What follows belongs to an exercise in optimizing a design on an open flow for small area, a short achievable clock period and few clock cycles per item; a production flow would make more cautious choices.
Function was checked by simulation only, so behaviour that the tests miss may differ from the original.
Power is estimated from default activity; no workload was simulated.

**flow/design.v**
```verilog
module bcm_gamma(v, y);
  input [7:0] v;
  wire [7:0] v;
  output [7:0] y;
  wire [7:0] y;
  wire _0_;
  wire _100_;
  wire _101_;
  wire _102_;
  wire _103_;
  wire _104_;
  wire _105_;
  wire _106_;
  wire _107_;
  wire _108_;
  wire _109_;
  wire _10_;
  wire _110_;
  wire _111_;
  wire _112_;
  wire _113_;
  wire _114_;
  wire _115_;
  wire _116_;
  wire _117_;
  wire _118_;
  wire _119_;
  wire _11_;
  wire _120_;
  wire _121_;
  wire _122_;
  wire _123_;
  wire _124_;
  wire _125_;
  wire _126_;
  wire _127_;
  wire _128_;
  wire _129_;
  wire _12_;
  wire _130_;
  wire _131_;
  wire _132_;
  wire _133_;
  wire _134_;
  wire _135_;
  wire _136_;
  wire _137_;
  wire _138_;
  wire _139_;
  wire _13_;
  wire _140_;
  wire _141_;
  wire _142_;
  wire _143_;
  wire _144_;
  wire _145_;
  wire _146_;
  wire _147_;
  wire _148_;
  wire _149_;
  wire _14_;
  wire _150_;
  wire _151_;
  wire _152_;
  wire _153_;
  wire _154_;
  wire _155_;
  wire _156_;
  wire _157_;
  wire _158_;
  wire _159_;
  wire _15_;
  wire _160_;
  wire _161_;
  wire _162_;
  wire _163_;
  wire _164_;
  wire _165_;
  wire _166_;
  wire _167_;
  wire _168_;
  wire _169_;
  wire _16_;
  wire _170_;
  wire _171_;
  wire _172_;
  wire _173_;
  wire _174_;
  wire _175_;
  wire _176_;
  wire _177_;
  wire _178_;
  wire _179_;
  wire _17_;
  wire _180_;
  wire _181_;
  wire _182_;
  wire _183_;
  wire _184_;
  wire _185_;
  wire _186_;
  wire _187_;
  wire _188_;
  wire _189_;
  wire _18_;
  wire _190_;
  wire _191_;
  wire _192_;
  wire _193_;
  wire _194_;
  wire _195_;
  wire _196_;
  wire _197_;
  wire _198_;
  wire _199_;
  wire _19_;
  wire _1_;
  wire _200_;
  wire _201_;
  wire _202_;
  wire _203_;
  wire _204_;
  wire _205_;
  wire _206_;
  wire _207_;
  wire _208_;
  wire _209_;
  wire _20_;
  wire _210_;
  wire _211_;
  wire _212_;
  wire _213_;
  wire _214_;
  wire _215_;
  wire _216_;
  wire _217_;
  wire _218_;
  wire _219_;
  wire _21_;
  wire _220_;
  wire _221_;
  wire _222_;
  wire _223_;
  wire _224_;
  wire _225_;
  wire _226_;
  wire _227_;
  wire _228_;
  wire _229_;
  wire _22_;
  wire _230_;
  wire _231_;
  wire _232_;
  wire _233_;
  wire _234_;
  wire _235_;
  wire _236_;
  wire _237_;
  wire _238_;
  wire _239_;
  wire _23_;
  wire _240_;
  wire _241_;
  wire _242_;
  wire _243_;
  wire _244_;
  wire _245_;
  wire _246_;
  wire _247_;
  wire _248_;
  wire _249_;
  wire _24_;
  wire _250_;
  wire _251_;
  wire _252_;
  wire _253_;
  wire _254_;
  wire _255_;
  wire _256_;
  wire _257_;
  wire _258_;
  wire _259_;
  wire _25_;
  wire _260_;
  wire _261_;
  wire _262_;
  wire _263_;
  wire _264_;
  wire _265_;
  wire _266_;
  wire _267_;
  wire _268_;
  wire _269_;
  wire _26_;
  wire _270_;
  wire _271_;
  wire _272_;
  wire _273_;
  wire _274_;
  wire _275_;
  wire _276_;
  wire _277_;
  wire _278_;
  wire _279_;
  wire _27_;
  wire _28_;
  wire _29_;
  wire _2_;
  wire _30_;
  wire _31_;
  wire _32_;
  wire _33_;
  wire _34_;
  wire _35_;
  wire _36_;
  wire _37_;
  wire _38_;
  wire _39_;
  wire _3_;
  wire _40_;
  wire _41_;
  wire _42_;
  wire _43_;
  wire _44_;
  wire _45_;
  wire _46_;
  wire _47_;
  wire _48_;
  wire _49_;
  wire _4_;
  wire _50_;
  wire _51_;
  wire _52_;
  wire _53_;
  wire _54_;
  wire _55_;
  wire _56_;
  wire _57_;
  wire _58_;
  wire _59_;
  wire _5_;
  wire _60_;
  wire _61_;
  wire _62_;
  wire _63_;
  wire _64_;
  wire _65_;
  wire _66_;
  wire _67_;
  wire _68_;
  wire _69_;
  wire _6_;
  wire _70_;
  wire _71_;
  wire _72_;
  wire _73_;
  wire _74_;
  wire _75_;
  wire _76_;
  wire _77_;
  wire _78_;
  wire _79_;
  wire _7_;
  wire _80_;
  wire _81_;
  wire _82_;
  wire _83_;
  wire _84_;
  wire _85_;
  wire _86_;
  wire _87_;
  wire _88_;
  wire _89_;
  wire _8_;
  wire _90_;
  wire _91_;
  wire _92_;
  wire _93_;
  wire _94_;
  wire _95_;
  wire _96_;
  wire _97_;
  wire _98_;
  wire _99_;
  wire _9_;
  assign _263_ = 4'h8 >> v[1:0];
  assign _262_ = 4'h1 >> { _263_, v[2] };
  assign _261_ = 4'h2 >> { _262_, v[3] };
  assign _260_ = 4'h2 >> v[6:5];
  assign _259_ = 4'h1 >> v[3:2];
  assign _258_ = 4'h2 >> { _259_, v[4] };
  assign _257_ = 4'h8 >> { _258_, _260_ };
  assign _256_ = 4'h8 >> { _257_, _261_ };
  assign _255_ = 4'h1 >> { v[3], v[4] };
  assign _254_ = 4'h4 >> { _255_, v[5] };
  assign _253_ = 4'h1 >> { _254_, v[6] };
  assign _252_ = 4'h1 >> { _253_, v[5] };
  assign _251_ = 4'h2 >> { _252_, v[7] };
  assign y[6] = 4'h4 >> { _251_, _256_ };
  assign _250_ = 4'h8 >> { _255_, _262_ };
  assign _249_ = 4'h2 >> { _250_, v[5] };
  assign _248_ = 4'h2 >> v[7:6];
  assign _247_ = 4'h8 >> { _248_, _249_ };
  assign _246_ = 4'h1 >> { _259_, v[4] };
  assign _245_ = 4'h2 >> { _261_, v[4] };
  assign _244_ = 4'h1 >> { _245_, _246_ };
  assign _243_ = 4'h2 >> { _244_, v[5] };
  assign _242_ = 4'h2 >> { _243_, _253_ };
  assign _241_ = 4'h8 >> { _263_, v[2] };
  assign _240_ = 4'h8 >> { _241_, v[3] };
  assign _239_ = 4'h1 >> { _240_, v[4] };
  assign _238_ = 4'h1 >> { _239_, v[5] };
  assign _237_ = 4'h4 >> { v[3], v[0] };
  assign _236_ = 4'h2 >> { _237_, v[4] };
  assign _235_ = 4'h1 >> v[1:0];
  assign _234_ = 4'h4 >> { _235_, v[2] };
  assign _233_ = 4'h8 >> { _234_, v[4] };
  assign _232_ = 4'h1 >> { _233_, _236_ };
  assign _231_ = 4'h4 >> v[1:0];
  assign _230_ = 4'h2 >> v[1:0];
  assign _229_ = 4'h4 >> { _230_, v[2] };
  assign _228_ = 4'h2 >> { v[0], v[2] };
  assign _227_ = 4'h1 >> { _228_, v[3] };
  assign _226_ = 4'h4 >> { _227_, _229_ };
  assign _225_ = 4'h4 >> { _226_, _231_ };
  assign _224_ = 4'h1 >> { _225_, _232_ };
  assign _223_ = 4'h4 >> { _259_, v[0] };
  assign _222_ = 4'h2 >> { _223_, v[4] };
  assign _221_ = 4'h2 >> { _222_, v[6] };
  assign _220_ = 4'h4 >> { _221_, _224_ };
  assign _219_ = 4'h4 >> { _220_, _238_ };
  assign _218_ = 4'h2 >> { _219_, v[7] };
  assign _217_ = 4'h4 >> { _218_, _242_ };
  assign y[5] = 4'he >> { _217_, _247_ };
  assign _216_ = 4'h1 >> { _241_, v[3] };
  assign _215_ = 4'h2 >> { _216_, v[4] };
  assign _214_ = 4'h1 >> { _215_, _255_ };
  assign _213_ = 4'h1 >> { _214_, v[5] };
  assign _212_ = 4'h2 >> { _246_, v[5] };
  assign _211_ = 4'h4 >> { _212_, _261_ };
  assign _210_ = 4'h1 >> { _211_, _213_ };
  assign _209_ = 4'h1 >> { _210_, v[6] };
  assign _208_ = 4'h2 >> { _235_, v[2] };
  assign _207_ = 4'h1 >> { _208_, v[3] };
  assign _206_ = 4'h1 >> { _207_, _261_ };
  assign _205_ = 4'h1 >> { _208_, _234_ };
  assign _204_ = 4'h1 >> { v[1], v[2] };
  assign _203_ = 4'h2 >> { _204_, _205_ };
  assign _202_ = 4'h8 >> { _203_, v[3] };
  assign _201_ = 4'h1 >> { _202_, _206_ };
  assign _200_ = 4'h1 >> { _201_, v[4] };
  assign _199_ = 4'h1 >> { _235_, _263_ };
  assign _198_ = 4'h1 >> { _199_, v[4] };
  assign _197_ = 4'h2 >> { _198_, v[3] };
  assign _196_ = 4'h1 >> { _197_, v[5] };
  assign _195_ = 4'h4 >> { _196_, _200_ };
  assign _194_ = 4'h2 >> { _234_, v[3] };
  assign _193_ = 4'h2 >> { _233_, v[5] };
  assign _192_ = 4'h4 >> { _193_, _194_ };
  assign _191_ = 4'h2 >> { _192_, v[6] };
  assign _190_ = 4'h4 >> { _191_, _195_ };
  assign _189_ = 4'h1 >> { _190_, _209_ };
  assign _188_ = 4'h2 >> { _189_, v[7] };
  assign _187_ = 4'h2 >> { _215_, _249_ };
  assign _186_ = 4'h4 >> { _248_, _254_ };
  assign _185_ = 4'h4 >> { _186_, _187_ };
  assign y[4] = 4'he >> { _185_, _188_ };
  assign _184_ = 4'h8 >> { v[1], v[2] };
  assign _183_ = 4'h1 >> { _184_, _262_ };
  assign _182_ = 4'h1 >> { _235_, v[3] };
  assign _181_ = 4'h4 >> { _182_, _183_ };
  assign _180_ = 4'h8 >> { _183_, v[3] };
  assign _179_ = 4'h1 >> { _180_, v[4] };
  assign _178_ = 4'h4 >> { _179_, _181_ };
  assign _177_ = 4'h4 >> { _178_, _234_ };
  assign _176_ = 4'h1 >> { _207_, v[4] };
  assign _175_ = 4'h1 >> { _176_, _177_ };
  assign _174_ = 4'h8 >> { _184_, v[3] };
  assign _173_ = 4'h1 >> { _174_, _175_ };
  assign _172_ = 4'h2 >> { _215_, v[5] };
  assign _171_ = 4'h4 >> { _172_, _173_ };
  assign _170_ = 4'h1 >> { _171_, _213_ };
  assign _169_ = 4'h2 >> { _170_, v[6] };
  assign _168_ = 4'h1 >> { _169_, _257_ };
  assign _167_ = 4'h1 >> { _168_, v[7] };
  assign _166_ = 4'h1 >> { _175_, _205_ };
  assign _165_ = 4'h4 >> { _216_, _262_ };
  assign _164_ = 4'h2 >> { _165_, v[4] };
  assign _163_ = 4'h2 >> { _199_, v[2] };
  assign _162_ = 4'h1 >> { _163_, _229_ };
  assign _161_ = 4'h1 >> { _162_, v[3] };
  assign _160_ = 4'h2 >> { _161_, v[4] };
  assign _159_ = 4'h1 >> { _160_, _164_ };
  assign _158_ = 4'h4 >> { _235_, v[3] };
  assign _157_ = 4'h1 >> { _158_, v[2] };
  assign _156_ = 4'h1 >> { _157_, _159_ };
  assign _155_ = 4'h1 >> { _156_, _166_ };
  assign _154_ = 4'h2 >> { _155_, v[5] };
  assign _153_ = 4'h4 >> { _164_, v[2] };
  assign _152_ = 4'h2 >> { _204_, v[3] };
  assign _151_ = 4'h4 >> { _152_, _241_ };
  assign _150_ = 4'h2 >> { _151_, _176_ };
  assign _149_ = 4'h1 >> { _150_, v[5] };
  assign _148_ = 4'h4 >> { _149_, _153_ };
  assign _147_ = 4'h2 >> { _148_, v[6] };
  assign _146_ = 4'h4 >> { _147_, _154_ };
  assign _145_ = 4'h8 >> { _201_, v[4] };
  assign _144_ = 4'h1 >> { _216_, _255_ };
  assign _143_ = 4'h4 >> { _144_, _145_ };
  assign _142_ = 4'h1 >> { _143_, v[5] };
  assign _141_ = 4'h1 >> { _152_, _259_ };
  assign _140_ = 4'h1 >> { _141_, v[4] };
  assign _139_ = 4'h8 >> { _206_, v[4] };
  assign _138_ = 4'h1 >> { _139_, _140_ };
  assign _137_ = 4'h2 >> { _138_, v[5] };
  assign _136_ = 4'h1 >> { _137_, v[6] };
  assign _135_ = 4'h4 >> { _136_, _142_ };
  assign _134_ = 4'h2 >> { _135_, v[7] };
  assign _133_ = 4'h4 >> { _134_, _146_ };
  assign y[3] = 4'he >> { _133_, _167_ };
  assign _132_ = 4'h4 >> { _162_, _235_ };
  assign _131_ = 4'h2 >> { _132_, v[3] };
  assign _130_ = 4'h4 >> { _199_, v[3] };
  assign _129_ = 4'h2 >> { _130_, v[4] };
  assign _128_ = 4'h4 >> { _129_, _131_ };
  assign _127_ = 4'h4 >> { v[0], v[2] };
  assign _126_ = 4'h1 >> { _127_, _228_ };
  assign _125_ = 4'h8 >> { _126_, v[3] };
  assign _124_ = 4'h1 >> { _125_, _163_ };
  assign _123_ = 4'h4 >> { _124_, _203_ };
  assign _122_ = 4'h1 >> { _123_, v[3] };
  assign _121_ = 4'h4 >> { v[3], v[1] };
  assign _120_ = 4'h1 >> { _121_, _228_ };
  assign _119_ = 4'h4 >> { _120_, _122_ };
  assign _118_ = 4'h2 >> { _119_, v[3] };
  assign _117_ = 4'h8 >> { _199_, v[2] };
  assign _116_ = 4'h2 >> { _117_, _182_ };
  assign _115_ = 4'h2 >> { _116_, v[4] };
  assign _114_ = 4'h4 >> { _115_, _118_ };
  assign _113_ = 4'h1 >> { _114_, _128_ };
  assign _112_ = 4'h1 >> { _113_, _230_ };
  assign _111_ = 4'h8 >> { _125_, _199_ };
  assign _110_ = 4'h1 >> { _111_, v[4] };
  assign _109_ = 4'h4 >> { _110_, _123_ };
  assign _108_ = 4'h1 >> { _109_, _112_ };
  assign _107_ = 4'h2 >> { _108_, v[5] };
  assign _106_ = 4'h1 >> { _122_, v[4] };
  assign _105_ = 4'h4 >> { _106_, _118_ };
  assign _104_ = 4'h8 >> { v[3], v[1] };
  assign _103_ = 4'h2 >> { _104_, _129_ };
  assign _102_ = 4'h4 >> { _103_, _184_ };
  assign _101_ = 4'h1 >> { _102_, v[5] };
  assign _100_ = 4'h4 >> { _101_, _105_ };
  assign _99_ = 4'h2 >> { _100_, v[6] };
  assign _98_ = 4'h4 >> { _99_, _107_ };
  assign _97_ = 4'h4 >> { _203_, _261_ };
  assign _96_ = 4'h2 >> { _203_, v[3] };
  assign _95_ = 4'h2 >> { _96_, v[4] };
  assign _94_ = 4'h4 >> { _95_, _97_ };
  assign _93_ = 4'h1 >> { _116_, v[4] };
  assign _92_ = 4'h4 >> { _93_, _96_ };
  assign _91_ = 4'h2 >> { _92_, v[5] };
  assign _90_ = 4'h4 >> { _91_, _94_ };
  assign _89_ = 4'h4 >> { _164_, _202_ };
  assign _88_ = 4'h1 >> { v[2], v[4] };
  assign _87_ = 4'h1 >> { _88_, v[5] };
  assign _86_ = 4'h4 >> { _87_, _89_ };
  assign _85_ = 4'h1 >> { _86_, v[6] };
  assign _84_ = 4'h4 >> { _85_, _90_ };
  assign _83_ = 4'h1 >> { _84_, _98_ };
  assign _82_ = 4'h2 >> { _83_, v[7] };
  assign _81_ = 4'h2 >> { _184_, _194_ };
  assign _80_ = 4'h1 >> { _81_, _175_ };
  assign _264_ = 4'h8 >> v[3:2];
  assign _265_ = 4'h2 >> { _264_, _164_ };
  assign _266_ = 4'h2 >> { _265_, v[5] };
  assign _267_ = 4'h4 >> { _266_, _80_ };
  assign _268_ = 4'h1 >> { _267_, _142_ };
  assign _269_ = 4'h2 >> { _268_, v[6] };
  assign _270_ = 4'h2 >> { _240_, _258_ };
  assign _271_ = 4'h2 >> { _208_, _255_ };
  assign _272_ = 4'h2 >> { _271_, _260_ };
  assign _273_ = 4'h4 >> { _272_, _270_ };
  assign _274_ = 4'h1 >> { _273_, v[7] };
  assign _275_ = 4'h4 >> { _274_, _269_ };
  assign y[2] = 4'h1 >> { _275_, _82_ };
  assign _276_ = 4'h4 >> { _103_, _119_ };
  assign _277_ = 4'h2 >> { _177_, v[5] };
  assign _278_ = 4'h4 >> { _277_, _276_ };
  assign _279_ = 4'h2 >> { _86_, v[6] };
  assign _0_ = 4'h4 >> { _279_, _278_ };
  assign _1_ = 4'h2 >> { _151_, _258_ };
  assign _2_ = 4'h2 >> { _1_, v[5] };
  assign _3_ = 4'h4 >> { _2_, _200_ };
  assign _4_ = 4'h8 >> { _194_, v[4] };
  assign _5_ = 4'h4 >> { _4_, v[5] };
  assign _6_ = 4'h1 >> { _5_, v[6] };
  assign _7_ = 4'h4 >> { _6_, _3_ };
  assign _8_ = 4'h1 >> { _7_, v[7] };
  assign _9_ = 4'h4 >> { _8_, _0_ };
  assign _10_ = 4'h1 >> { v[1], v[4] };
  assign _11_ = 4'h1 >> { _10_, v[5] };
  assign _12_ = 4'h4 >> { _11_, _128_ };
  assign _13_ = 4'h4 >> { _231_, v[2] };
  assign _14_ = 4'h2 >> { _13_, _162_ };
  assign _15_ = 4'h2 >> { _14_, _222_ };
  assign _16_ = 4'h4 >> { _110_, _161_ };
  assign _17_ = 4'h1 >> { _16_, _15_ };
  assign _18_ = 4'h2 >> { _17_, v[5] };
  assign _19_ = 4'h1 >> { _18_, v[6] };
  assign _20_ = 4'h4 >> { _19_, _12_ };
  assign _21_ = 4'h1 >> { _184_, v[5] };
  assign _22_ = 4'h8 >> { _21_, v[0] };
  assign _23_ = 4'h1 >> { _21_, v[0] };
  assign _24_ = 4'h2 >> { _23_, v[3] };
  assign _25_ = 4'h4 >> { _24_, _22_ };
  assign _26_ = 4'h1 >> { _226_, v[4] };
  assign _27_ = 4'h4 >> { _26_, _25_ };
  assign _28_ = 4'h1 >> { v[1], v[5] };
  assign _29_ = 4'h2 >> { _28_, _126_ };
  assign _30_ = 4'h2 >> { _29_, _182_ };
  assign _31_ = 4'h2 >> { _30_, _236_ };
  assign _32_ = 4'h2 >> { _31_, v[6] };
  assign _33_ = 4'h4 >> { _32_, _27_ };
  assign _34_ = 4'h2 >> { _33_, v[7] };
  assign _35_ = 4'h4 >> { _34_, _20_ };
  assign y[1] = 4'he >> { _35_, _9_ };
  assign _36_ = 4'h2 >> { _128_, _160_ };
  assign _37_ = 4'h1 >> { _116_, v[1] };
  assign _38_ = 4'h1 >> { _37_, v[4] };
  assign _39_ = 4'h1 >> { _38_, v[5] };
  assign _40_ = 4'h4 >> { _39_, _36_ };
  assign _41_ = 4'h8 >> { _126_, _182_ };
  assign _42_ = 4'h2 >> { _41_, _124_ };
  assign _43_ = 4'h1 >> { _42_, v[4] };
  assign _44_ = 4'h2 >> { _224_, v[5] };
  assign _45_ = 4'h4 >> { _44_, _43_ };
  assign _46_ = 4'h1 >> { _45_, _40_ };
  assign _47_ = 4'h2 >> { _46_, v[6] };
  assign _48_ = 4'h2 >> { _166_, v[5] };
  assign _49_ = 4'h4 >> { _48_, _114_ };
  assign _50_ = 4'h2 >> { _4_, _238_ };
  assign _51_ = 4'h1 >> { _50_, v[6] };
  assign _52_ = 4'h4 >> { _51_, _49_ };
  assign _53_ = 4'h1 >> { _52_, _47_ };
  assign _54_ = 4'h1 >> { _53_, v[7] };
  assign _55_ = 4'h2 >> { _230_, v[3] };
  assign _56_ = 4'h8 >> { _55_, _14_ };
  assign _57_ = 4'h1 >> { _41_, v[4] };
  assign _58_ = 4'h4 >> { _57_, _56_ };
  assign _59_ = 4'h1 >> { _58_, v[6] };
  assign _60_ = 4'h4 >> { _59_, _112_ };
  assign _61_ = 4'h2 >> { _145_, v[6] };
  assign _62_ = 4'h8 >> { _61_, _175_ };
  assign _63_ = 4'h2 >> { _62_, v[5] };
  assign _64_ = 4'h4 >> { _63_, _60_ };
  assign _65_ = 4'h1 >> { _94_, _139_ };
  assign _66_ = 4'h1 >> { _65_, _183_ };
  assign _67_ = 4'h2 >> { _178_, v[6] };
  assign _68_ = 4'h4 >> { _67_, _66_ };
  assign _69_ = 4'h8 >> { _216_, v[0] };
  assign _70_ = 4'h2 >> { _125_, v[4] };
  assign _71_ = 4'h4 >> { _70_, _69_ };
  assign _72_ = 4'h4 >> { v[0], v[4] };
  assign _73_ = 4'h1 >> { _72_, v[6] };
  assign _74_ = 4'h4 >> { _73_, _71_ };
  assign _75_ = 4'h1 >> { _74_, v[5] };
  assign _76_ = 4'h4 >> { _75_, _68_ };
  assign _77_ = 4'h2 >> { _76_, v[7] };
  assign _78_ = 4'h4 >> { _77_, _64_ };
  assign y[0] = 4'h1 >> { _78_, _54_ };
  assign _79_ = 4'h1 >> { _256_, v[6] };
  assign y[7] = 4'h2 >> { _79_, v[7] };
endmodule
module bcm_lin(p, y);
  input [6:0] p;
  wire [6:0] p;
  output [6:0] y;
  wire [6:0] y;
  wire _0_;
  wire _10_;
  wire _11_;
  wire _12_;
  wire _13_;
  wire _14_;
  wire _15_;
  wire _16_;
  wire _17_;
  wire _18_;
  wire _19_;
  wire _1_;
  wire _20_;
  wire _21_;
  wire _22_;
  wire _23_;
  wire _24_;
  wire _25_;
  wire _26_;
  wire _27_;
  wire _28_;
  wire _29_;
  wire _2_;
  wire _30_;
  wire _31_;
  wire _32_;
  wire _33_;
  wire _34_;
  wire _35_;
  wire _36_;
  wire _37_;
  wire _38_;
  wire _39_;
  wire _3_;
  wire _40_;
  wire _41_;
  wire _42_;
  wire _43_;
  wire _44_;
  wire _45_;
  wire _46_;
  wire _47_;
  wire _48_;
  wire _49_;
  wire _4_;
  wire _50_;
  wire _51_;
  wire _52_;
  wire _53_;
  wire _54_;
  wire _55_;
  wire _56_;
  wire _57_;
  wire _58_;
  wire _59_;
  wire _5_;
  wire _60_;
  wire _61_;
  wire _62_;
  wire _63_;
  wire _64_;
  wire _65_;
  wire _66_;
  wire _67_;
  wire _68_;
  wire _69_;
  wire _6_;
  wire _70_;
  wire _71_;
  wire _72_;
  wire _73_;
  wire _74_;
  wire _75_;
  wire _76_;
  wire _77_;
  wire _78_;
  wire _79_;
  wire _7_;
  wire _80_;
  wire _81_;
  wire _82_;
  wire _83_;
  wire _84_;
  wire _85_;
  wire _86_;
  wire _87_;
  wire _88_;
  wire _89_;
  wire _8_;
  wire _90_;
  wire _91_;
  wire _92_;
  wire _93_;
  wire _9_;
  assign _73_ = 4'h2 >> { _74_, p[5] };
  assign _72_ = 4'h8 >> { _73_, p[6] };
  assign y[5] = 4'h1 >> { _72_, _75_ };
  assign _71_ = 4'h1 >> { p[4], p[6] };
  assign _70_ = 4'h1 >> { p[2], p[5] };
  assign _69_ = 4'h2 >> { p[1], p[3] };
  assign _68_ = 4'h4 >> { p[1], p[3] };
  assign _67_ = 4'h1 >> { _68_, _69_ };
  assign _66_ = 4'h2 >> { _67_, _70_ };
  assign _65_ = 4'h8 >> { p[1], p[3] };
  assign _64_ = 4'h4 >> { _65_, _70_ };
  assign _63_ = 4'h4 >> { _64_, _77_ };
  assign _62_ = 4'h4 >> { p[1], p[2] };
  assign _61_ = 4'h8 >> { _62_, p[4] };
  assign _60_ = 4'h1 >> { _61_, _63_ };
  assign _59_ = 4'h4 >> { _60_, _66_ };
  assign _58_ = 4'h1 >> { _59_, p[0] };
  assign _57_ = 4'h1 >> { p[4], p[5] };
  assign _56_ = 4'h2 >> { _57_, p[2] };
  assign _55_ = 4'h1 >> { _56_, _67_ };
  assign _54_ = 4'h2 >> { _64_, p[0] };
  assign _53_ = 4'h4 >> { _54_, _55_ };
  assign _52_ = 4'h2 >> { p[1], p[2] };
  assign _51_ = 4'h4 >> { _52_, p[3] };
  assign _50_ = 4'h4 >> { _77_, p[3] };
  assign _49_ = 4'h1 >> { _50_, _51_ };
  assign _48_ = 4'h4 >> { _49_, _53_ };
  assign _47_ = 4'h4 >> { _48_, _58_ };
  assign _46_ = 4'h8 >> { _51_, p[5] };
  assign _45_ = 4'h8 >> { _46_, p[0] };
  assign _44_ = 4'h1 >> { _45_, p[6] };
  assign _43_ = 4'h4 >> { _44_, _47_ };
  assign _42_ = 4'h1 >> { _51_, _62_ };
  assign _41_ = 4'h1 >> { _42_, p[4] };
  assign _40_ = 4'h8 >> { _42_, p[4] };
  assign _39_ = 4'h1 >> { _40_, _41_ };
  assign _38_ = 4'h2 >> { _39_, p[0] };
  assign _37_ = 4'h2 >> { _62_, p[4] };
  assign _36_ = 4'h2 >> { _52_, p[3] };
  assign _35_ = 4'h4 >> { _36_, _37_ };
  assign _34_ = 4'h2 >> { _36_, _37_ };
  assign _33_ = 4'h1 >> { _34_, _35_ };
  assign _32_ = 4'h1 >> { _33_, _72_ };
  assign _31_ = 4'h4 >> { _32_, _38_ };
  assign _30_ = 4'h1 >> { _31_, _43_ };
  assign _29_ = 4'h1 >> { _39_, _74_ };
  assign _28_ = 4'h8 >> { _29_, _30_ };
  assign _27_ = 4'h8 >> { _51_, p[4] };
  assign _26_ = 4'h2 >> { _69_, p[4] };
  assign _25_ = 4'h1 >> { _26_, p[2] };
  assign _24_ = 4'h1 >> { _25_, _68_ };
  assign _23_ = 4'h4 >> { _24_, _27_ };
  assign _22_ = 4'h8 >> { _23_, _28_ };
  assign _21_ = 4'h1 >> { _23_, _28_ };
  assign _20_ = 4'h1 >> { _21_, _22_ };
  assign _19_ = 4'h1 >> p[1:0];
  assign _18_ = 4'h4 >> { _19_, p[2] };
  assign _17_ = 4'h2 >> { p[6], p[3] };
  assign _16_ = 4'h4 >> { _17_, _18_ };
  assign _15_ = 4'h2 >> { _16_, p[4] };
  assign _14_ = 4'h2 >> { _15_, y[5] };
  assign _13_ = 4'h4 >> { _14_, _20_ };
  assign _12_ = 4'h8 >> { _15_, _75_ };
  assign _11_ = 4'h1 >> { _12_, _13_ };
  assign _10_ = 4'h4 >> { _11_, _71_ };
  assign _9_ = 4'h4 >> { _10_, p[5] };
  assign _8_ = 4'h2 >> { _76_, p[5] };
  assign _7_ = 4'h4 >> { _8_, _10_ };
  assign y[4] = 4'he >> { _7_, _9_ };
  assign _6_ = 4'h2 >> { _19_, _74_ };
  assign _5_ = 4'h2 >> { _6_, _30_ };
  assign _4_ = 4'h2 >> { _29_, _43_ };
  assign y[1] = 4'h1 >> { _4_, _5_ };
  assign _3_ = 4'h8 >> { _57_, _79_ };
  assign _2_ = 4'h1 >> { _3_, _73_ };
  assign _1_ = 4'h1 >> { _2_, p[6] };
  assign _0_ = 4'h2 >> { _1_, _20_ };
  assign _93_ = 4'h1 >> { _2_, _20_ };
  assign y[2] = 4'h1 >> { _93_, _0_ };
  assign _92_ = 4'h1 >> y[2:1];
  assign _91_ = 4'h1 >> { _92_, p[3] };
  assign _90_ = 4'h2 >> { _70_, _71_ };
  assign _89_ = 4'h4 >> p[6:5];
  assign _88_ = 4'h8 >> { _89_, p[4] };
  assign _87_ = 4'h1 >> { _88_, _90_ };
  assign _86_ = 4'h1 >> { _87_, _91_ };
  assign y[3] = 4'hd >> { _86_, _11_ };
  assign _85_ = 4'h1 >> { p[0], p[3] };
  assign _84_ = 4'h8 >> { _85_, _61_ };
  assign _83_ = 4'h2 >> { _84_, _43_ };
  assign _82_ = 4'h2 >> { _73_, p[6] };
  assign _81_ = 4'h8 >> { _82_, _47_ };
  assign y[0] = 4'he >> { _81_, _83_ };
  assign _80_ = 4'h4 >> { _46_, p[0] };
  assign y[6] = 4'h8 >> { _80_, _28_ };
  assign _79_ = 4'h1 >> { p[2], p[3] };
  assign _78_ = 4'h4 >> { _79_, p[1] };
  assign _77_ = 4'h8 >> { p[4], p[5] };
  assign _76_ = 4'h4 >> { _77_, _78_ };
  assign _75_ = 4'h1 >> { _76_, p[6] };
  assign _74_ = 4'h4 >> { _79_, p[4] };
endmodule
module bcm_cb(d, y);
  input [6:0] d;
  wire [6:0] d;
  output [6:0] y;
  wire [6:0] y;
  wire _0_;
  wire _10_;
  wire _11_;
  wire _12_;
  wire _13_;
  wire _14_;
  wire _15_;
  wire _16_;
  wire _17_;
  wire _18_;
  wire _19_;
  wire _1_;
  wire _20_;
  wire _21_;
  wire _22_;
  wire _23_;
  wire _24_;
  wire _25_;
  wire _26_;
  wire _27_;
  wire _28_;
  wire _29_;
  wire _2_;
  wire _30_;
  wire _31_;
  wire _32_;
  wire _33_;
  wire _34_;
  wire _35_;
  wire _36_;
  wire _37_;
  wire _38_;
  wire _39_;
  wire _3_;
  wire _40_;
  wire _41_;
  wire _42_;
  wire _43_;
  wire _44_;
  wire _45_;
  wire _46_;
  wire _47_;
  wire _48_;
  wire _49_;
  wire _4_;
  wire _50_;
  wire _51_;
  wire _52_;
  wire _53_;
  wire _54_;
  wire _55_;
  wire _56_;
  wire _57_;
  wire _58_;
  wire _59_;
  wire _5_;
  wire _60_;
  wire _61_;
  wire _62_;
  wire _63_;
  wire _64_;
  wire _65_;
  wire _66_;
  wire _67_;
  wire _68_;
  wire _69_;
  wire _6_;
  wire _70_;
  wire _71_;
  wire _72_;
  wire _73_;
  wire _74_;
  wire _75_;
  wire _76_;
  wire _77_;
  wire _78_;
  wire _79_;
  wire _7_;
  wire _80_;
  wire _81_;
  wire _8_;
  wire _9_;
  assign _51_ = 4'h4 >> { _54_, d[0] };
  assign _50_ = 4'h1 >> { _51_, _52_ };
  assign _49_ = 4'h1 >> { _50_, _53_ };
  assign _48_ = 4'h4 >> { d[3], d[1] };
  assign _47_ = 4'h8 >> { _48_, _49_ };
  assign _46_ = 4'h1 >> { d[1], d[2] };
  assign _45_ = 4'h1 >> { _46_, d[3] };
  assign _44_ = 4'h2 >> { _45_, _63_ };
  assign _43_ = 4'h1 >> { _44_, _56_ };
  assign _42_ = 4'h2 >> { _43_, _67_ };
  assign _41_ = 4'h4 >> { _42_, _47_ };
  assign _40_ = 4'h1 >> { d[5], d[6] };
  assign _39_ = 4'h8 >> { d[3], d[4] };
  assign _38_ = 4'h8 >> { _39_, _40_ };
  assign y[3] = 4'he >> { _38_, _41_ };
  assign _37_ = 4'h1 >> { _52_, d[3] };
  assign _36_ = 4'h2 >> { d[1], d[4] };
  assign _35_ = 4'h2 >> { _36_, d[2] };
  assign _34_ = 4'h1 >> { _35_, _37_ };
  assign _33_ = 4'h4 >> { _34_, _49_ };
  assign _32_ = 4'h1 >> { _33_, d[1] };
  assign _31_ = 4'h1 >> { _59_, d[2] };
  assign _30_ = 4'h2 >> { _31_, d[1] };
  assign _29_ = 4'h8 >> { _66_, d[4] };
  assign _28_ = 4'h1 >> { _29_, _30_ };
  assign _27_ = 4'h4 >> { _28_, _32_ };
  assign _26_ = 4'h1 >> { _62_, d[6] };
  assign _25_ = 4'h2 >> { _48_, _56_ };
  assign _24_ = 4'h1 >> { _59_, d[5] };
  assign _23_ = 4'h4 >> { _24_, _25_ };
  assign _22_ = 4'h8 >> { _61_, d[5] };
  assign _21_ = 4'h4 >> { _22_, _55_ };
  assign _20_ = 4'h1 >> { _21_, _23_ };
  assign _19_ = 4'h8 >> { _20_, _26_ };
  assign y[2] = 4'h4 >> { _19_, _27_ };
  assign _18_ = 4'h1 >> { d[3], d[0] };
  assign _17_ = 4'h1 >> { _49_, _59_ };
  assign _16_ = 4'h1 >> { _17_, _18_ };
  assign _15_ = 4'h2 >> { _43_, _66_ };
  assign _14_ = 4'h2 >> { _56_, _61_ };
  assign _13_ = 4'h2 >> { _14_, d[5] };
  assign _12_ = 4'h4 >> { _13_, _15_ };
  assign _11_ = 4'h4 >> { _12_, _16_ };
  assign _10_ = 4'h2 >> { _25_, _65_ };
  assign _9_ = 4'h1 >> { _29_, _59_ };
  assign _8_ = 4'h1 >> { _37_, d[2] };
  assign _68_ = 4'h4 >> { _8_, _9_ };
  assign _69_ = 4'h8 >> { _37_, _56_ };
  assign _70_ = 4'h1 >> { _69_, d[5] };
  assign _71_ = 4'h4 >> { _70_, _68_ };
  assign _72_ = 4'h4 >> { _71_, _10_ };
  assign _73_ = 4'h1 >> { _72_, d[6] };
  assign y[1] = 4'h4 >> { _73_, _11_ };
  assign _74_ = 4'h8 >> { _55_, d[3] };
  assign _75_ = 4'h2 >> { _74_, _31_ };
  assign _76_ = 4'h4 >> { _75_, _16_ };
  assign _77_ = 4'h1 >> { _34_, _66_ };
  assign _78_ = 4'h2 >> { _77_, _40_ };
  assign _79_ = 4'h4 >> { _78_, _76_ };
  assign _80_ = 4'h8 >> { _74_, d[0] };
  assign _81_ = 4'h1 >> { _80_, _51_ };
  assign _0_ = 4'h1 >> { _81_, d[1] };
  assign _1_ = 4'h2 >> { _64_, _67_ };
  assign _2_ = 4'h4 >> { _18_, d[4] };
  assign _3_ = 4'h1 >> { _2_, _25_ };
  assign _4_ = 4'h8 >> { _3_, _1_ };
  assign _5_ = 4'h4 >> { _4_, _0_ };
  assign y[0] = 4'he >> { _5_, _79_ };
  assign _6_ = 4'h8 >> { _46_, d[6] };
  assign _7_ = 4'h8 >> { _6_, _18_ };
  assign y[6] = 4'h8 >> { _7_, _71_ };
  assign _67_ = 4'h4 >> { d[5], d[6] };
  assign _66_ = 4'h8 >> d[1:0];
  assign _65_ = 4'h8 >> d[3:2];
  assign _64_ = 4'h8 >> { _65_, _66_ };
  assign _63_ = 4'h1 >> { _64_, d[4] };
  assign y[5] = 4'h2 >> { _63_, _67_ };
  assign _62_ = 4'h4 >> { _64_, d[4] };
  assign _61_ = 4'h1 >> { d[3], d[1] };
  assign _60_ = 4'h4 >> { _61_, d[2] };
  assign _59_ = 4'h2 >> { d[3], d[4] };
  assign _58_ = 4'h2 >> { _59_, _67_ };
  assign _57_ = 4'h4 >> { _58_, _60_ };
  assign y[4] = 4'h4 >> { _57_, _62_ };
  assign _56_ = 4'h8 >> { d[2], d[4] };
  assign _55_ = 4'h1 >> { d[2], d[4] };
  assign _54_ = 4'h1 >> { _55_, _56_ };
  assign _53_ = 4'h4 >> { _54_, d[1] };
  assign _52_ = 4'h1 >> d[1:0];
endmodule
module bcm_encoder (
    input  wire        clk,
    input  wire        rst,
    input  wire        cmd_valid,
    output wire        cmd_ready,
    input  wire [1:0]  cmd_op,
    input  wire [2:0]  cmd_t,
    input  wire [1:0]  cmd_mode,
    input  wire [5:0]  cmd_x,
    input  wire [3:0]  cmd_row,
    input  wire [23:0] cmd_top,
    input  wire [23:0] cmd_bot,
    input  wire [31:0] cmd_val,
    output wire        wr_valid,
    input  wire        wr_ready,
    output wire [12:0] wr_addr,
    output wire [15:0] wr_data,
    output wire        rsp_valid,
    output wire [7:0]  rsp_data
);
    localparam [1:0] OP_ENCODE = 2'd0;
    localparam [1:0] OP_SETBRIGHT = 2'd1;
    localparam [1:0] OP_GETBRIGHT = 2'd2;
    reg [6:0] percent;
    reg [6:0] duty;
    reg       rsp_q;
    reg [47:0] c_ring;      
    reg [2:0]  c_ph;        
    reg        c_done;      
    reg        c_busy;
    reg        c_free;      
    reg        c_set;       
    reg [1:0]  c_mode;
    reg [2:0]  c_t;
    reg [5:0]  c_x;
    reg [3:0]  c_row;
    reg [47:0] o_ch;        
    reg        o_valid;
    reg [2:0]  o_j;
    reg [3:0]  o_row;
    reg [5:0]  o_x;
    reg [2:0]  o_s;         
    reg [3:0]  o_a;         
    reg        o_lat;
    reg        o_oe;
    wire take = cmd_valid && c_free;
    wire xfer = o_valid && wr_ready;
    wire o_last = o_valid && (o_j == 3'd7);
    wire o_room = !o_valid || (o_last && wr_ready);
    wire aligned = (c_ph == 3'd0);
    wire c_gam = (c_mode != 2'd0) && !c_set;
    wire move  = c_busy && !c_set && aligned && (c_done || !c_gam) && o_room;
    wire apply = c_busy && c_set && aligned && o_room;
    wire       val_big = (|cmd_val[30:7]) || (cmd_val[6:0] > 7'd100);
    wire [6:0] val_clamp = cmd_val[31] ? 7'd0 : (val_big ? 7'd100 : cmd_val[6:0]);
    wire [47:0] ring_in = {cmd_bot[7:0], cmd_bot[15:8], cmd_bot[23:16],
                           cmd_top[7:0], cmd_top[15:8],
                           (cmd_op == OP_SETBRIGHT) ? {1'b0, val_clamp} : cmd_top[23:16]};
    wire [7:0] gam_out;
    bcm_gamma u_gam (.v(c_ring[7:0]), .y(gam_out));
    wire [7:0] rot_in = (c_gam && !c_done) ? gam_out : c_ring[7:0];
    wire [6:0] d_lin, d_cb;
    bcm_lin u_lin (.p(c_ring[6:0]), .y(d_lin));
    bcm_cb  u_cb  (.d(d_lin), .y(d_cb));
    wire [6:0] duty_new = (c_mode == 2'd0) ? d_lin :
                          (c_mode == 2'd2 && d_lin != 7'd0 && d_cb == 7'd0) ? 7'd1 : d_cb;
    wire        oe_m = (c_x == 6'd0) || (c_x == 6'd63) || ({1'b0, c_x} >= duty);
    wire [6:0]  oe_thr = (o_s != 3'd0) ? (duty >> o_s) : duty;  
    wire        oe_n = (o_x == 6'd0) || o_lat || ({1'b0, o_x} >= oe_thr);
    always @(posedge clk) begin
        if (c_free) begin
            c_ring <= ring_in;
            c_ph <= 3'd0;
            c_done <= 1'b0;
        end else begin
            c_ring <= {rot_in, c_ring[47:8]};
            c_ph <= (c_ph >= 3'd5) ? 3'd0 : c_ph + 3'd1;
            if (c_ph == 3'd5)
                c_done <= 1'b1;
        end
        if (c_free) begin
            c_set <= (cmd_op == OP_SETBRIGHT);
            c_mode <= cmd_mode;
            c_t <= cmd_t;
            c_x <= cmd_x;
            c_row <= cmd_row;
        end
        if (move) begin
            o_ch <= c_ring;
            o_row <= c_row;
            o_x <= c_x;
            o_s <= c_t;
            o_a <= c_row - 4'd1;
            o_lat <= (c_x == 6'd63);
        end else if (xfer) begin
            o_ch <= {1'b0, o_ch[47:41], 1'b0, o_ch[39:33], 1'b0, o_ch[31:25],
                     1'b0, o_ch[23:17], 1'b0, o_ch[15:9], 1'b0, o_ch[7:1]};
            o_a <= o_row;
            if (o_s != 3'd0)
                o_s <= o_s - 3'd1;
        end
        if (move)
            o_oe <= oe_m;
        else if (xfer)
            o_oe <= oe_n;
        if (move)
            o_j <= 3'd0;
        else if (xfer)
            o_j <= o_j + 3'd1;
        if (apply) begin
            percent <= c_ring[6:0];
            duty <= duty_new;
        end
        if (rst) begin
            c_busy <= 1'b0;
            c_free <= 1'b1;
            o_valid <= 1'b0;
            rsp_q <= 1'b0;
            percent <= 7'd100;
            duty <= 7'd64;
        end else begin
            if (take && (cmd_op == OP_ENCODE || cmd_op == OP_SETBRIGHT)) begin
                c_busy <= 1'b1;
                c_free <= 1'b0;
            end else if (move || apply) begin
                c_busy <= 1'b0;
                c_free <= 1'b1;
            end
            if (move)
                o_valid <= 1'b1;
            else if (o_last && wr_ready)
                o_valid <= 1'b0;
            rsp_q <= take && (cmd_op == OP_SETBRIGHT || cmd_op == OP_GETBRIGHT);
        end
    end
    assign cmd_ready = c_free;
    assign wr_valid = o_valid;
    assign wr_addr = {o_row, o_j, o_x[5:1], ~o_x[0]};
    assign wr_data = {4'b0000, o_a, o_oe, o_lat,
                      o_ch[40], o_ch[32], o_ch[24], o_ch[16], o_ch[8], o_ch[0]};
    assign rsp_valid = rsp_q;
    assign rsp_data = {1'b0, percent};
endmodule
```
**flow/flow/run.sh**
```bash
#!/bin/bash
# ORFS layout through the standard.sh, with these changes to how it is made:
#  - synthesis: the standard script, but ABC maps the logic with an area
#    script (strash; dch -f; amap) and Yosys does not extract half/full adders.
#    Registers are mapped before ABC runs, so they are the standard ones;
#  - port buffers are sky130_fd_sc_hd__buf_1 instead of the default delay buffer;
#  - CTS inserts no dummy loads;
#  - timing repair aims for a setup slack margin of 13 ns (the SDC is unchanged).
# Each step's full output goes to a log file in this folder.
set -euo pipefail
W=$PWD
rm -rf "$W/scripts_area"
cp -r "$FLOW_HOME/scripts" "$W/scripts_area"
printf 'strash\ndch -f\namap\ntopo\n' > "$W/scripts_area/abc_area.script"
export BUFFER_PORTS_ARGS="-buffer_cell sky130_fd_sc_hd__buf_1"
export CTS_ARGS="-sink_clustering_enable -repair_clock_nets -dont_use_dummy_load -buf_list {sky130_fd_sc_hd__clkbuf_4 sky130_fd_sc_hd__clkbuf_8} -sink_clustering_size 20 -sink_clustering_max_diameter 60"
export SETUP_SLACK_MARGIN=13
bash standard.sh SCRIPTS_DIR="$W/scripts_area" ADDER_MAP_FILE= synth > flow_synth.log 2>&1
bash standard.sh > flow_layout.log 2>&1
```
**flow/standard.sh**
```bash
#!/bin/bash
# synth_recipe.tcl (not shown) runs the flow's synth.tcl, then flattens the netlist and writes it again
# the make line also repeats each setting of config.mk as NAME=value (left out here)
make -C /OpenROAD-flow-scripts/flow DESIGN_CONFIG=/design/flow/config.mk WORK_HOME=/design/flow/orfs CLKGATE_MAP_FILE= SYNTH_SCRIPT=/design/flow/synth_recipe.tcl "${@:-finish}"
```
**flow/config.mk**
```make
export PLATFORM = sky130hd
export DESIGN_NAME = bcm_encoder
export DESIGN_NICKNAME = bcm_encoder
export VERILOG_FILES = /design/flow/design.v
export SDC_FILE = /design/flow/constraint.sdc
export NUM_CORES = 4
export LEC_CHECK = 0
export ABC_AREA = 1
export CAP_MARGIN = 20
export CORE_MARGIN = 2
export CORE_UTILIZATION = 40
export SLEW_MARGIN = 20
```
**flow/constraint.sdc**
```tcl
create_clock -name core_clock -period 18.0 [get_ports {clk}]
set_input_delay 3.6000 -clock core_clock [delete_from_list [all_inputs] [get_ports {clk}]]
set_output_delay 3.6000 -clock core_clock [all_outputs]
set_load 0.01 [all_outputs]
```
==> summary.txt <==
[sequential cells by signal, indices dropped and copies added (netlist names), 2 cells and up]
| register | count |
|---|---|
| o_ch | 48 |
| o_j | 3 |
| o_s | 3 |
| o_a | 4 |
| c_x | 6 |
| c_t | 3 |
| c_mode | 2 |
| percent | 7 |
| c_ring | 48 |
| c_row | 4 |
| duty | 7 |
| o_x | 6 |
| c_ph | 3 |
| o_row | 4 |
[layer usage]
| metal | GRT usage (%) | vias up | wire length (um) |
|---|---|---|---|
| met2 | 33.62 | 304 | 10250 |
| met1 | 29.79 | 3308 | 9870 |
| li1 | - | 3355 | - |
| met3 | 5.029 | 12 | 1459 |
| met4 | 5.789 | 0 | 248 |
| met5 | 0 | - | 0 |
[metrics by stage]
step	std cells	hold slack [ns]
floorplan	801	0.4237
global placement	1160	0.4388
detailed placement	1160	0.4447
CTS	1180	0.4219
global route	1191	0.4435
finish	1191	0.4143
[power breakdown]
group / total (uW) / leakage [uW] / internal [uW] / switching (uW)
logic: 251 / 0.00145 / 92.4 / 159
registers: 426 / 0.00138 / 404 / 22.6
clock network: 192 / 0.000122 / 83.3 / 109
[tightest hold or removal path: cells and delay by family (launching register included)]
family                 cells  cell delay, ns
flip-flops                 1            0.30
AO/OA/AOI/OAI              1            0.05
buffers and inverters      1            0.05
[what timing repair did]
action | CTS | global route
resized for setup | 21 | 29
cloned | 0 | 1
buffers inserted | 3 | 10
setup endpoints to repair | 81 | 8
hold endpoints to repair | 0 | 0
pin swaps | 1 | 2
hold buffers | 0 | 0
[worst max-delay path by stage]
stage                                 start                    to  slack, ns
after global placement    c_ring[3]$_DFF_P_  duty[0]$_SDFFE_PP0P_      12.11
after floorplan                    wr_ready      o_a[2]$_DFFE_PP_      12.00
after global routing      c_ring[3]$_DFF_P_  duty[0]$_SDFFE_PP0P_      12.86
final                              wr_ready      o_s[0]$_DFFE_PP_      13.04
after detailed placement  c_ring[3]$_DFF_P_  duty[0]$_SDFFE_PP0P_      12.00
after CTS                 c_ring[1]$_DFF_P_  duty[0]$_SDFFE_PP0P_      12.89
[cell usage after synthesis (all sizes together), types with 2 or more instances]
library cell | count | area share, %
nor2 | 156 | 7.7
edfxtp | 83 | 33
dfxtp | 73 | 19
o22a | 70 | 8.1
clkinv | 58 | 2.9
o21ai | 55 | 3.6
a21oi | 48 | 3.2
nand2 | 43 | 2.1
nor3 | 29 | 1.9
buf | 18 | 1.8
o22ai | 16 | 1.3
a31oi | 14 | 1.2
nor4 | 14 | 1.2
o32a | 11 | 1.5
a211oi | 8 | 0.79
nand3 | 8 | 0.53
nor2b | 8 | 0.66
or2 | 7 | 0.58
a22oi | 6 | 0.60
o221a | 6 | 0.89
o32ai | 6 | 0.69
o21a | 5 | 0.50
a221oi | 4 | 0.46
nor3b | 4 | 0.40
o221ai | 4 | 0.46
o31ai | 4 | 0.40
a2111oi | 3 | 0.35
a221o | 3 | 0.40
a32oi | 3 | 0.35
o211ai | 3 | 0.30
o311ai | 3 | 0.35
a21o | 2 | 0.20
a22o | 2 | 0.23
a311oi | 2 | 0.23
and3 | 2 | 0.17
nand4 | 2 | 0.17
o311a | 2 | 0.26
or3 | 2 | 0.17
[kinds of logic after synthesis]
logic type             after synthesis  share of synthesized area (%)
AO/OA/AOI/OAI                      285                          26.98
buffers and inverters               76                          4.664
flip-flops                         156                          52.27
other                                1                        0.04957
AND/OR/NAND/NOR                    279                          16.04
[final cells by class]
| cell class | instances | area (um2) | area share (%) |
|---|---|---|---|
| Sequential cell | 156 | 3964 | 44.70 |
| Multi-Input combinational cell | 569 | 3387 | 38.19 |
| Timing Repair Buffer | 157 | 720.7 | 8.126 |
| Tap cell | 234 | 292.8 | 3.301 |
| Inverter | 58 | 270.3 | 3.047 |
| Clock buffer | 17 | 234.0 | 2.638 |
==> run_results.csv <==
group,metric,value,unit
finish,n_antenna_cell,0,
logic_synthesis,yosysWarningCount,1,
logic_synthesis,ys_ff_latch,156,
place,dpl.hpwl,14720,um
setup_path,crit_path_end_kind,"flip-flop",
finish,final_common_cell,"nor2_1",
setup_path,reg2reg_to,"duty[0]$_SDFFE_PP0P_",
clock_tree,cts_root_buffer,"clkbuf_8",
setup_path,crit_buf_inv,2,
clock_tree,numClockSinks,156,
timing,rsz0062_at_grt,"yes",
power_and_ir_drop,p_leak,0.002949,uW
power_and_ir_drop,ir_worst_vdd,39.74,uV
drt,drt-vias-per-instance,5.860,
job,maxCapViolCount,0,
drt,firstDrtPassIters,6,
setup_path,worstPathArrival,5.08,ns
logic_synthesis,postSynthAreaPerCell,9.492,um2
drt,drc,0,
setup_path,cp_top_family,"simple AND/OR/NAND/NOR gates",
floorplanning,rows,50,
floorplanning,initial_utilization,40.58,%
timing,fin_ws,13.04,ns
setup_path,crit_required,18.13,ns
place,io_buffers,135,
min_path,worstHoldEndpoint,"c_ring[39]$_DFF_P_",
setup_path,cp-start-kind,"input pin",
global_route,grt_pass1_wl,33620,um
logic_synthesis,netlist_instances,797,
power_and_ir_drop,total_power,869.3,uW
place,place.gp.congestion,0.9513,
setup_path,cp.depth,7,
floorplanning,dieArea,20030,um2
drt,postRouteAntennaNets,0,
drt,totalWireLength,21830,um
timing,final_max_slew_viol_count,0,
setup_path,timing.rr.start,"c_ring[5]$_DFF_P_",
setup_path,r2r_slack,13.29,ns
logic_synthesis,synth_cell_types,48,
clock_tree,clk_latency,0.45,ns
drt,vias,6979,
logic_synthesis,ys_seq_area_share,52.27,%
setup_path,crit_type,"in -> reg",
power_and_ir_drop,p_per_area,98.02,nW/um2
logic_synthesis,netlist_area,7565,um2
logic_synthesis,ys.flop_type,"edfxtp_1",
setup_path,worstPathCellList,"buf_1, and3_4, nand2_4, o21a_4, nor2_4, clkbuf_16, o31a_1",
min_path,hold_path_startpoint,"c_ring[47]$_DFF_P_",
min_path,hold_path_class,"reg -> reg",
global_route,gr-total-overflow,0,
clock_tree,h-tree-depth,4,
timing,tightest_slew,0.8943,ns
floorplanning,fp.coreArea,18640,um2
floorplanning,fp.dieH,141.5,um
drt,routedWlPerCell,18.33,um
clock_tree,cts_made_buffers,17,
timing,relSlewSlack,40.10,%
timing,max_freq,0.2018,GHz
floorplanning,ios,141,
clock_tree,clk_path_buf_depth,2,
setup_path,slowest_delay,0.30,ns
setup_path,critical_path.max_fanout,39,
global_route,grt_usage,21.40,%
finish,num-fill-cells,1758,
finish,fin_area,8869,um2
global_route,grt_max_degree,78,
setup_path,cpMaxStageDelayCell,"clkbuf_16",
floorplanning,fp.dieW,141.5,um
global_route,antenna_found_initial,0,
finish,areaGrowthSynthToFinish,17.23,%
logic_synthesis,synth-edff-count,83,
finish,drive_gt1_share,7.732,%
timing,setup_viol,0,
timing,clock_skew,0.03298,ns
setup_path,reg2regPathDepth,24,
clock_tree,clk_pin_slew,0.09,ns
global_route,grt_pass1_vias,6344,
logic_synthesis,async_flop_share,0,%
min_path,worstHoldPathCells,2,
place,place_area,8388,um2
timing,min_period,4.956,ns
timing,fin_setup_tns,0,ns
status,status,"timing/DRC/antenna clean",
timing,finalCritPeriodShare,27.53,%
clock_tree,cts_tree,"yes",
place,pre_cts_slack,12.00,ns
finish,final_nets,1060,
drt,dr.first_iter.drc_count,777,
finish,fin_util,47.57,%
finish,final_cell_mix,"nor2_1 (151), buf_1 (135), edfxtp_1 (83)",
timing,hold_violations,0,
Testbench counts, summed over its fixed seeds: cycles 131,208, items 16,384.

==> separate check: timing with driven ports <==
In the flow no input, the clock included, has a driving cell. The finished layout below was timed again as built, in two steps. Step 1, drivers: a clkbuf_16 drives clk and a buf_2 each remaining input, both assumed. Step 2 moves the port delays by t, midway between the first and last clock arrival at a register: inputs arrive t later, outputs are due t later. That takes back most of the time a late clock gives input paths. Three values: ideal ports, drivers, drivers and shift; two values: the first two.
t (ns): 0.477
setup WS [ns]: 13.045 / 13.061 / 12.585
latest minus earliest clock arrival (ns): 0.033 / 0.033
After both steps this run still meets setup and hold. For this run, drivers alone change the setup slack by +0.016 ns; drivers and shift together by -0.460 ns.
